Source: an optimization exercise on an open RTL-to-GDS flow (aim: small area, a short achievable clock period and few clock cycles per item). Production flows keep margins and buffers that such runs may drop. RTL that was checked went through simulation tests only; none was proved equivalent to the original. Power and IR drop assume default switching activity.

==> inputs of v19 <==
## blackcat_ts
module blackcat_ts (
    input  wire        clk,
    input  wire        rst,             
    input  wire        mode_capture,    
    input  wire        coarse_only_en,  
    input  wire        session_start,   
    input  wire        hist_clear,      
    input  wire        cal_build,       
    input  wire        cal_wr,          
    input  wire [3:0]  cal_ch,
    input  wire        cal_set,         
    input  wire [8:0]  cal_lo,
    input  wire [8:0]  cal_hi,
    input  wire        in_valid,
    input  wire [31:0] in_word,
    output wire        in_ready,
    output wire        busy,
    output reg         ts_valid,
    output reg  [3:0]  ts_ch,
    output reg  [27:0] ts_epoch,
    output reg  [11:0] ts_coarse,
    output reg         ts_fine_valid,
    output reg  [11:0] ts_fine,
    output reg         ts_edge,
    output reg         diag_valid,
    output reg  [1:0]  diag_kind,
    output reg  [27:0] diag_info0,
    output reg  [31:0] diag_info1
);
==> flow/config.mk <==
export PLATFORM = sky130hd
export DESIGN_NAME = blackcat_ts
export DESIGN_NICKNAME = blackcat_ts
export VERILOG_FILES = /design/flow/design.v
export SDC_FILE = /design/flow/constraint.sdc
export NUM_CORES = 4
export LEC_CHECK = 0
export CAP_MARGIN = 20
export CORE_MARGIN = 2
export CORE_UTILIZATION = 60
export SLEW_MARGIN = 20
==> flow/constraint.sdc <==
create_clock -name core_clock -period 12.0 [get_ports {clk}]
set_input_delay 2.4000 -clock core_clock [delete_from_list [all_inputs] [get_ports {clk}]]
set_output_delay 2.4000 -clock core_clock [all_outputs]
set_load 0.01 [all_outputs]
standard.sh (not shown) runs the stock make flow with config.mk's settings and CLKGATE_MAP_FILE= SYNTH_SCRIPT=/design/flow/synth_recipe.tcl, a recipe that flattens the netlist after the stock synthesis.
==> flow/flow/run.sh <==
#!/bin/bash
# Layout flow: the standard ORFS flow (standard.sh) with these changes,
# set in flow/settings.sh:
#  - synthesis leaves the adders to ABC (ADDER_MAP_FILE empty, so no
#    full/half-adder cell extraction); the registers are the same as the
#    standard synthesis's,
#  - the timing repair steps aim for a setup slack of SETUP_MARGIN ns at
#    the design's clock period,
#  - optional clock tree synthesis arguments (CTS_ARGS) and port buffer
#    cell (BUFFER_PORTS_ARGS); every port still gets its buffer.
# Each step's output goes to a log file of its own in this folder.
set -euo pipefail
source flow/settings.sh
ARGS=(ADDER_MAP_FILE= SETUP_SLACK_MARGIN=$SETUP_MARGIN)
if [[ -n "${CTS_ARGS_SET:-}" ]]; then ARGS+=("CTS_ARGS=$CTS_ARGS_SET"); fi
if [[ -n "${BUFFER_PORTS_SET:-}" ]]; then ARGS+=("BUFFER_PORTS_ARGS=$BUFFER_PORTS_SET"); fi
for step in synth floorplan place cts route finish; do
  bash standard.sh "${ARGS[@]}" $step > log_$step.txt 2>&1
done
==> flow/flow/settings.sh <==
SETUP_MARGIN=8.55
CTS_ARGS_SET="-sink_clustering_enable -repair_clock_nets -sink_clustering_size 28 -sink_clustering_max_diameter 100 -dont_use_dummy_load"
BUFFER_PORTS_SET="-buffer_cell sky130_fd_sc_hd__buf_2"
==> v8: changes against v19 <==
==> flow/design.v (replaced) <==
module blackcat_ts (
    input  wire        clk,
    input  wire        rst,             
    input  wire        mode_capture,    
    input  wire        coarse_only_en,  
    input  wire        session_start,   
    input  wire        hist_clear,      
    input  wire        cal_build,       
    input  wire        cal_wr,          
    input  wire [3:0]  cal_ch,
    input  wire        cal_set,         
    input  wire [8:0]  cal_lo,
    input  wire [8:0]  cal_hi,
    input  wire        in_valid,
    input  wire [31:0] in_word,
    output wire        in_ready,
    output wire        busy,
    output reg         ts_valid,
    output reg  [3:0]  ts_ch,
    output reg  [27:0] ts_epoch,
    output reg  [11:0] ts_coarse,
    output reg         ts_fine_valid,
    output reg  [11:0] ts_fine,
    output reg         ts_edge,
    output reg         diag_valid,
    output reg  [1:0]  diag_kind,
    output reg  [27:0] diag_info0,
    output reg  [31:0] diag_info1
);
    localparam [1:0] DIAG_HIT_BEFORE_EPOCH = 2'd0,
                     DIAG_EPOCH_DECREASE   = 2'd1,
                     DIAG_MISSING_CAL      = 2'd2,
                     DIAG_DEGENERATE_CAL   = 2'd3;
    localparam [1:0] C_DIV  = 2'd0,    
                     C_ZERO = 2'd1,    
                     C_MAX  = 2'd2,    
                     C_CO   = 2'd3;    
    localparam [11:0] FINE_MAX = 12'd2940;
    localparam integer NDIV = 6;    
    integer i, k;
    function [20:0] r4step;
        input [8:0]  rem;
        input [11:0] sh;
        input [8:0]  d;
        input [10:0] d3;
        reg   [10:0] t;
        reg   [11:0] f1, f2, f3;
        reg   [8:0]  r;
        reg          g1, g2, g3;
        begin
            t  = {rem, sh[11:10]};
            f1 = {1'b0, t} - {3'b0, d};
            f2 = {1'b0, t} - {2'b0, d, 1'b0};
            f3 = {1'b0, t} - {1'b0, d3};
            g1 = ~f1[11];
            g2 = ~f2[11];
            g3 = ~f3[11];
            if (g3)      r = f3[8:0];
            else if (g2) r = f2[8:0];
            else if (g1) r = f1[8:0];
            else         r = t[8:0];
            r4step = {r, sh[9:0], g2, g3 | (g1 & ~g2)};
        end
    endfunction
    reg        rdy_r;
    reg        rst_r;         
    reg        busy_r;
    reg        mode_r;        
    reg        co_r;          
    reg        brd;           
    reg        cw_r;          
    reg        cw_all;        
    reg [3:0]  cw_ch;
    reg        cw_set;
    reg [8:0]  cw_lo;
    reg [8:0]  cw_hi;
    assign in_ready = rdy_r;
    assign busy     = busy_r;
    wire accept = in_valid & rdy_r;
    reg [8:0]  cal_low  [0:15];
    reg [8:0]  cal_dif  [0:15];    
    reg        cap_valid [0:15];
    reg [8:0]  cap_low   [0:15];
    reg [8:0]  cap_high  [0:15];
    wire       cw_tab = cw_set & ~cw_all;
    wire [8:0] cw_blo = cw_lo | {9{~cw_tab}};
    wire [8:0] cw_bd  = (cw_hi - cw_lo) | {9{~cw_tab}};
    reg        v0;
    reg [31:0] w0;
    reg [15:0] w0_oh;      
    wire        is_hit  = w0[31];
    wire [27:0] w_epoch = w0[27:0];
    wire [3:0]  w_ch    = w0[25:22];
    wire [8:0]  w_raw   = w0[20:12];
    wire        brd_nx  = cal_build | (brd & (w_ch != 4'd15));
    wire [3:0]  ch_nx   = cal_build ? 4'd0 : brd ? w_ch + 4'd1 : in_word[25:22];
    reg        have_epoch;
    reg [27:0] epoch;
    wire       sel_cap = mode_r | brd;
    reg  [8:0] r_cal_lo, r_cal_d, r_cap_lo, r_cap_hi;
    reg        k_val;
    always @(*) begin
        r_cal_lo = 9'd0;
        r_cal_d  = 9'd0;
        r_cap_lo = 9'd0;
        r_cap_hi = 9'd0;
        k_val    = 1'b0;
        for (i = 0; i < 16; i = i + 1) begin
            r_cal_lo = r_cal_lo | ({9{w0_oh[i]}} & cal_low[i]);
            r_cal_d  = r_cal_d  | ({9{w0_oh[i]}} & cal_dif[i]);
            r_cap_lo = r_cap_lo | ({9{w0_oh[i]}} & cap_low[i]);
            r_cap_hi = r_cap_hi | ({9{w0_oh[i]}} & cap_high[i]);
            k_val    = k_val    | (w0_oh[i] & cap_valid[i]);
        end
    end
    wire [8:0] c_lo  = sel_cap ? r_cap_lo : r_cal_lo;
    wire [8:0] c_f2  = sel_cap ? r_cap_hi : r_cal_d;
    wire [9:0] c_off = {1'b0, w_raw} - {1'b0, c_lo};
    wire       c_empty = (&c_lo) & c_f2[0];
    wire       c_degen = ~|c_f2;
    wire       c_le_lo = c_off[9] | (w_raw == c_lo);
    wire       c_lt_lo = c_off[9];
    wire       c_gt_hi = (w_raw > c_f2);
    wire dec     = v0 & ~mode_r;
    wire dec_hit = dec & is_hit;
    wire dec_ep  = dec & ~is_hit;
    wire cap_hit = v0 & mode_r & is_hit;
    wire bad_cal = c_empty | c_degen;
    reg        p1_h, p1_e, p1_c;   
    reg [3:0]  p1_f;         
    reg [4:0]  p1_wa;        
    reg [11:0] p1_wb;        
    reg [8:0]  p1_d;         
    reg [8:0]  p1_off;
    wire       p1_bad = p1_f[3] | p1_f[2];
    wire       p1_ge_hi = (p1_off >= p1_d);    
    reg  [1:0] p1_cls;
    always @(*) begin
        if (p1_e)         p1_cls = p1_f[1:0];
        else if (p1_bad)  p1_cls = C_CO;
        else if (p1_f[1]) p1_cls = C_ZERO;
        else if (p1_ge_hi) p1_cls = C_MAX;
        else              p1_cls = C_DIV;
    end
    wire [3:0] p1_ch = p1_wa[4:1];
    wire [20:0] s2_m = {p1_off, 11'd0} + {1'b0, p1_off, 10'd0}
                     + ~{4'd0, p1_off, 7'd0} + ~{10'd0, p1_off, 1'b0} + ~{11'd0, p1_off}
                     + {13'd0, p1_d[8:1]} + 21'd3;
    reg        pd_v   [0:NDIV-1];
    reg        pd_e   [0:NDIV-1];
    reg [1:0]  pd_cls [0:NDIV-1];
    reg [4:0]  pd_wa  [0:NDIV-1];
    reg [11:0] pd_wb  [0:NDIV-1];
    reg [8:0]  pd_d   [0:NDIV-1];
    reg [10:0] pd_d3  [0:NDIV-1];    
    reg [20:0] pd_q   [0:NDIV-1];    
    reg [20:0] st_q [0:NDIV-1];
    always @(*) begin
        for (k = 0; k < NDIV; k = k + 1) begin
            st_q[k] = r4step(pd_q[k][20:12], pd_q[k][11:0], pd_d[k], pd_d3[k]);
        end
    end
    wire [1:0] l_cls = pd_cls[NDIV-1];
    reg busy_nx;
    always @(*) begin
        busy_nx = accept | v0 | p1_h | brd_nx;
        for (k = 0; k < NDIV - 1; k = k + 1)
            busy_nx = busy_nx | pd_v[k];
    end
    always @(posedge clk) begin
        w0 <= in_word;
        w0[25:22] <= ch_nx;
        for (i = 0; i < 16; i = i + 1)
            w0_oh[i] <= (ch_nx == i);
        mode_r <= mode_capture;
        co_r   <= coarse_only_en;
        if (brd) begin
            cw_ch  <= w_ch;
            cw_set <= k_val;
            cw_lo  <= c_lo;
            cw_hi  <= c_f2;
        end else begin
            cw_ch  <= cal_ch;
            cw_set <= cal_set;
            cw_lo  <= cal_lo;
            cw_hi  <= cal_hi;
        end
        p1_wa  <= w0[25:21];
        p1_wb  <= w0[11:0];
        p1_off <= c_off[8:0];
        if (mode_r)
            p1_f <= {2'b00, ~k_val | c_gt_hi, ~k_val | c_lt_lo};
        else if (is_hit)
            p1_f <= {c_empty, c_degen, c_le_lo, 1'b0};
        else
            p1_f <= {2'b00, w0[27:26]};
        p1_d   <= (is_hit & ~mode_r) ? c_f2 : w0[20:12];
        pd_cls[0] <= p1_cls;
        pd_wa[0]  <= p1_wa;
        pd_wb[0]  <= p1_wb;
        pd_d[0]   <= p1_d;
        pd_d3[0]  <= {1'b0, p1_d, 1'b0} + {2'b0, p1_d};
        pd_q[0]   <= s2_m;
        for (k = 1; k < NDIV; k = k + 1) begin
            pd_cls[k] <= pd_cls[k-1];
            pd_wa[k]  <= pd_wa[k-1];
            pd_wb[k]  <= pd_wb[k-1];
            pd_d[k]   <= pd_d[k-1];
            pd_d3[k]  <= pd_d3[k-1];
            pd_q[k]   <= st_q[k-1];
        end
        ts_ch         <= pd_wa[NDIV-1][4:1];
        ts_coarse     <= {pd_wb[NDIV-1][10:0], pd_wa[NDIV-1][0]};
        ts_edge       <= pd_wb[NDIV-1][11];
        ts_fine_valid <= (l_cls != C_CO);
        case (l_cls)
            C_DIV:   ts_fine <= st_q[NDIV-1][11:0];
            C_MAX:   ts_fine <= FINE_MAX;
            default: ts_fine <= 12'd0;
        endcase
        if (pd_e[NDIV-1])
            ts_epoch <= {l_cls, pd_wa[NDIV-1], pd_d[NDIV-1], pd_wb[NDIV-1]};
        diag_info1 <= {w0[31:28] & {4{is_hit}}, w0[27:0]} & {32{dec}};   
        diag_info0 <= is_hit ? {24'd0, w_ch} : epoch;
        if (!is_hit)             diag_kind <= DIAG_EPOCH_DECREASE;
        else if (!have_epoch)    diag_kind <= DIAG_HIT_BEFORE_EPOCH;
        else if (c_empty)        diag_kind <= DIAG_MISSING_CAL;
        else                     diag_kind <= DIAG_DEGENERATE_CAL;
        if (dec_ep)
            epoch <= w_epoch;
        for (i = 0; i < 16; i = i + 1) begin
            if (p1_c && p1_ch == i) begin
                if (p1_f[0]) cap_low[i]  <= p1_d;
                if (p1_f[1]) cap_high[i] <= p1_d;
            end
        end
        for (i = 0; i < 16; i = i + 1) begin
            if (cw_all || (cw_r && cw_ch == i)) begin
                cal_low[i]  <= cw_blo;
                cal_dif[i]  <= cw_bd;
            end
        end
        rst_r  <= rst;
        cw_all <= rst;
        v0     <= accept;           
        cw_r   <= cal_wr | brd;     
        if (rst) begin
            rdy_r      <= 1'b0;
            busy_r     <= 1'b0;
            brd        <= 1'b0;
            ts_valid   <= 1'b0;
            diag_valid <= 1'b0;
        end else begin
            rdy_r      <= ~brd_nx & ~(accept & mode_r);
            busy_r     <= busy_nx;
            brd        <= brd_nx;
            ts_valid   <= pd_v[NDIV-1] & ~rst_r;
            diag_valid <= (dec_ep & have_epoch & (w_epoch < epoch))
                        | (dec_hit & (~have_epoch | bad_cal));
        end
        if (rst_r) begin
            have_epoch <= 1'b0;
            p1_h       <= 1'b0;
            p1_e       <= 1'b0;
            p1_c       <= 1'b0;
            for (k = 0; k < NDIV; k = k + 1) begin
                pd_v[k] <= 1'b0;
                pd_e[k] <= 1'b0;
            end
            for (i = 0; i < 16; i = i + 1)
                cap_valid[i] <= 1'b0;
        end else begin
            if (session_start)
                have_epoch <= 1'b0;
            else if (dec_ep)
                have_epoch <= 1'b1;
            if (hist_clear)
                for (i = 0; i < 16; i = i + 1)
                    cap_valid[i] <= 1'b0;
            else
                for (i = 0; i < 16; i = i + 1)
                    if (p1_c && p1_ch == i)
                        cap_valid[i] <= 1'b1;
            p1_h <= dec_hit & have_epoch;
            p1_e <= dec_ep;
            p1_c <= cap_hit;
            pd_v[0] <= p1_h & (~p1_bad | co_r);
            pd_e[0] <= p1_e;
            for (k = 1; k < NDIV; k = k + 1) begin
                pd_v[k] <= pd_v[k-1];
                pd_e[k] <= pd_e[k-1];
            end
        end
    end
endmodule
==> flow/flow/run.sh (replaced) <==
#!/bin/bash
# Layout flow: the standard ORFS flow (standard.sh) with these changes,
# set in flow/settings.sh:
#  - synthesis leaves the adders to ABC (ADDER_MAP_FILE empty, so no
#    full/half-adder cell extraction); the registers are the same as the
#    standard synthesis's,
#  - the timing repair steps aim for a setup slack of SETUP_MARGIN ns at
#    the design's clock period,
#  - optional clock tree synthesis arguments (CTS_ARGS).
# Each step's output goes to a log file of its own in this folder.
set -euo pipefail
source flow/settings.sh
ARGS=(ADDER_MAP_FILE= SETUP_SLACK_MARGIN=$SETUP_MARGIN)
if [[ -n "${CTS_ARGS_SET:-}" ]]; then ARGS+=("CTS_ARGS=$CTS_ARGS_SET"); fi
for step in synth floorplan place cts route finish; do
  bash standard.sh "${ARGS[@]}" $step > log_$step.txt 2>&1
done
==> flow/flow/settings.sh (replaced) <==
SETUP_MARGIN=8.5
CTS_ARGS_SET="-sink_clustering_enable -repair_clock_nets -sink_clustering_size 28 -sink_clustering_max_diameter 100 -dont_use_dummy_load"
==> v24: changes against v19 <==
--- a/flow/design.v
+++ b/flow/design.v
@@ -41,25 +41,26 @@
     function [20:0] r4step;
         input [8:0]  rem;
         input [11:0] sh;
         input [8:0]  d;
         input [10:0] d3;
         reg   [10:0] t;
-        reg   [8:0]  s1, s2, s3, r;
+        reg   [11:0] f1, f2, f3;
+        reg   [8:0]  r;
         reg          g1, g2, g3;
         begin
             t  = {rem, sh[11:10]};
-            g3 = (t >= d3);
-            g2 = (t >= {1'b0, d, 1'b0});
-            g1 = (t >= {2'b0, d});
-            s1 = t[8:0] - d;
-            s2 = t[8:0] - {d[7:0], 1'b0};
-            s3 = t[8:0] - d3[8:0];
-            if (g3)      r = s3;
-            else if (g2) r = s2;
-            else if (g1) r = s1;
+            f1 = {1'b0, t} - {3'b0, d};
+            f2 = {1'b0, t} - {2'b0, d, 1'b0};
+            f3 = {1'b0, t} - {1'b0, d3};
+            g1 = ~f1[11];
+            g2 = ~f2[11];
+            g3 = ~f3[11];
+            if (g3)      r = f3[8:0];
+            else if (g2) r = f2[8:0];
+            else if (g1) r = f1[8:0];
             else         r = t[8:0];
             r4step = {r, sh[9:0], g2, g3 | (g1 & ~g2)};
         end
     endfunction
     reg        rdy_r;
     reg        rst_r;         
==> flow/flow/settings.sh (replaced) <==
SETUP_MARGIN=8.42
CTS_ARGS_SET="-sink_clustering_enable -repair_clock_nets -sink_clustering_size 28 -sink_clustering_max_diameter 100 -dont_use_dummy_load"
BUFFER_PORTS_SET="-buffer_cell sky130_fd_sc_hd__buf_2"
CORE_UTILIZATION = 65   (was 60)
==> summary.txt <==
bufs w/o clock: 302
final core utilization: 71.9%
Slew @ Worst Pin: 1.29 ns
switching power: 3.72 mW
logic gate share of total power: 31.5%
CP Capture Type: flop
Post-Synth XOR/XNOR Area: 5.17%
Crit path max-delay family: compound AO/OA/AOI/OAI gates
most frequent cells in the layout: edfxtp_1, dfxtp_1, a22oi_1, nor2_1, xnor2_1
vias: 31200
final non-filler cell total: 4771
Synth top cells by count: edfxtp_1, dfxtp_1, a22oi_1, nor2_1, xnor2_1
outcome: no timing/DRC/antenna violations
PwrDens: 220 nW/um2
# the run above: v24

==> summary.txt <==
fin crit share: 29.9%
PwrDens: 223 nW/um2
outcome: no timing/DRC/antenna violations
Slew @ Worst Pin: 1.19 ns
I/O Buffers: 187
clk slew on worst S/H paths: 0.10 ns
Die X: 281 um
most frequent cells in the layout: edfxtp_1, dfxtp_1, nor2_1, xnor2_1, nand2_1
Post-Synth XOR/XNOR Area: 4.95%
Seq cells: 1230
final core utilization: 67.7%
vias: 30100
final non-filler cell total: 4781
Synth top cells by count: edfxtp_1, dfxtp_1, nor2_1, xnor2_1, nand2_1
setup TNS: 0 ns
bufs w/o clock: 264
logic gate share of total power: 35.9%
switching power: 3.98 mW
DRC Markers: 0
Synthesized Nets: 3663
CP Capture Type: output port
# the run above: v8

==> summary.txt <==
outcome: no timing/DRC/antenna violations
CP Capture Type: output port
ClkCell Share: 2.45%
VDD IR max: 0.162 mV
final core utilization: 66.9%
Slew @ Worst Pin: 1.27 ns
Final Total Pwr: 11.3 mW
most frequent cells in the layout: edfxtp_1, dfxtp_1, a22oi_1, nor2_1, xnor2_1
setup TNS: 0 ns
final non-filler cell total: 4966
logic gate share of total power: 32.7%
PwrDens: 218 nW/um2
Worst Path Buf+Inv: 1
bufs w/o clock: 297
top-count cell post-synth: edfxtp_1
FMAX: 283 MHz
Post-Synth XOR/XNOR Area: 5.27%
met1 usage: 44.7%
vias: 31500
# clk buffers: 51
Crit path max-delay family: flip-flops
Synth top cells by count: edfxtp_1, dfxtp_1, a22oi_1, nor2_1, xnor2_1
# the run above: v19

Testbench counts of v8, summed over its fixed seeds: cycles 24,064, items 24,000.
Only the layout flow was run in v19 and v24; the RTL was not checked for function there.

-- what the ideal ports hide --
In the flow no input, the clock included, has a driving cell. The finished layouts below were timed again as built, in two steps. Step 1: set_driving_cell puts a clkbuf_16 on clk and a buf_2 on each other input, an assumption about the parent block. Step 2 adds t to the input delays and takes it off the output delays; t is the mean of the earliest and latest rising clock arrival at the registers after step 1. Input paths then give back, and output paths get back, about the clock's delay inside the block. Slacks: ideal ports / drivers / drivers and shift; pairs: ideal ports / drivers.
| run | shift t [ns] | setup slack, ns | hold WS [ns] | clock arrival spread, ns | worst data-port slew with drivers (ns) |
|---|---|---|---|---|---|
| v19 | 0.701 | 8.463 / 8.398 / 8.213 | 0.297 / 0.297 / 0.297 | 0.085 / 0.084 | 0.04 |
| v8 | 0.698 | 8.411 / 8.341 / 8.082 | 0.319 / 0.319 / 0.319 | 0.082 / 0.081 | 0.07 |
| v24 | 0.691 | 8.390 / 8.390 / 8.240 | 0.278 / 0.278 / 0.278 | 0.085 / 0.085 | 0.08 |
After both steps every run listed still meets setup and hold. The setup slack of v8, which loses most, moves by -0.070 ns with the drivers and by -0.329 ns with both steps.
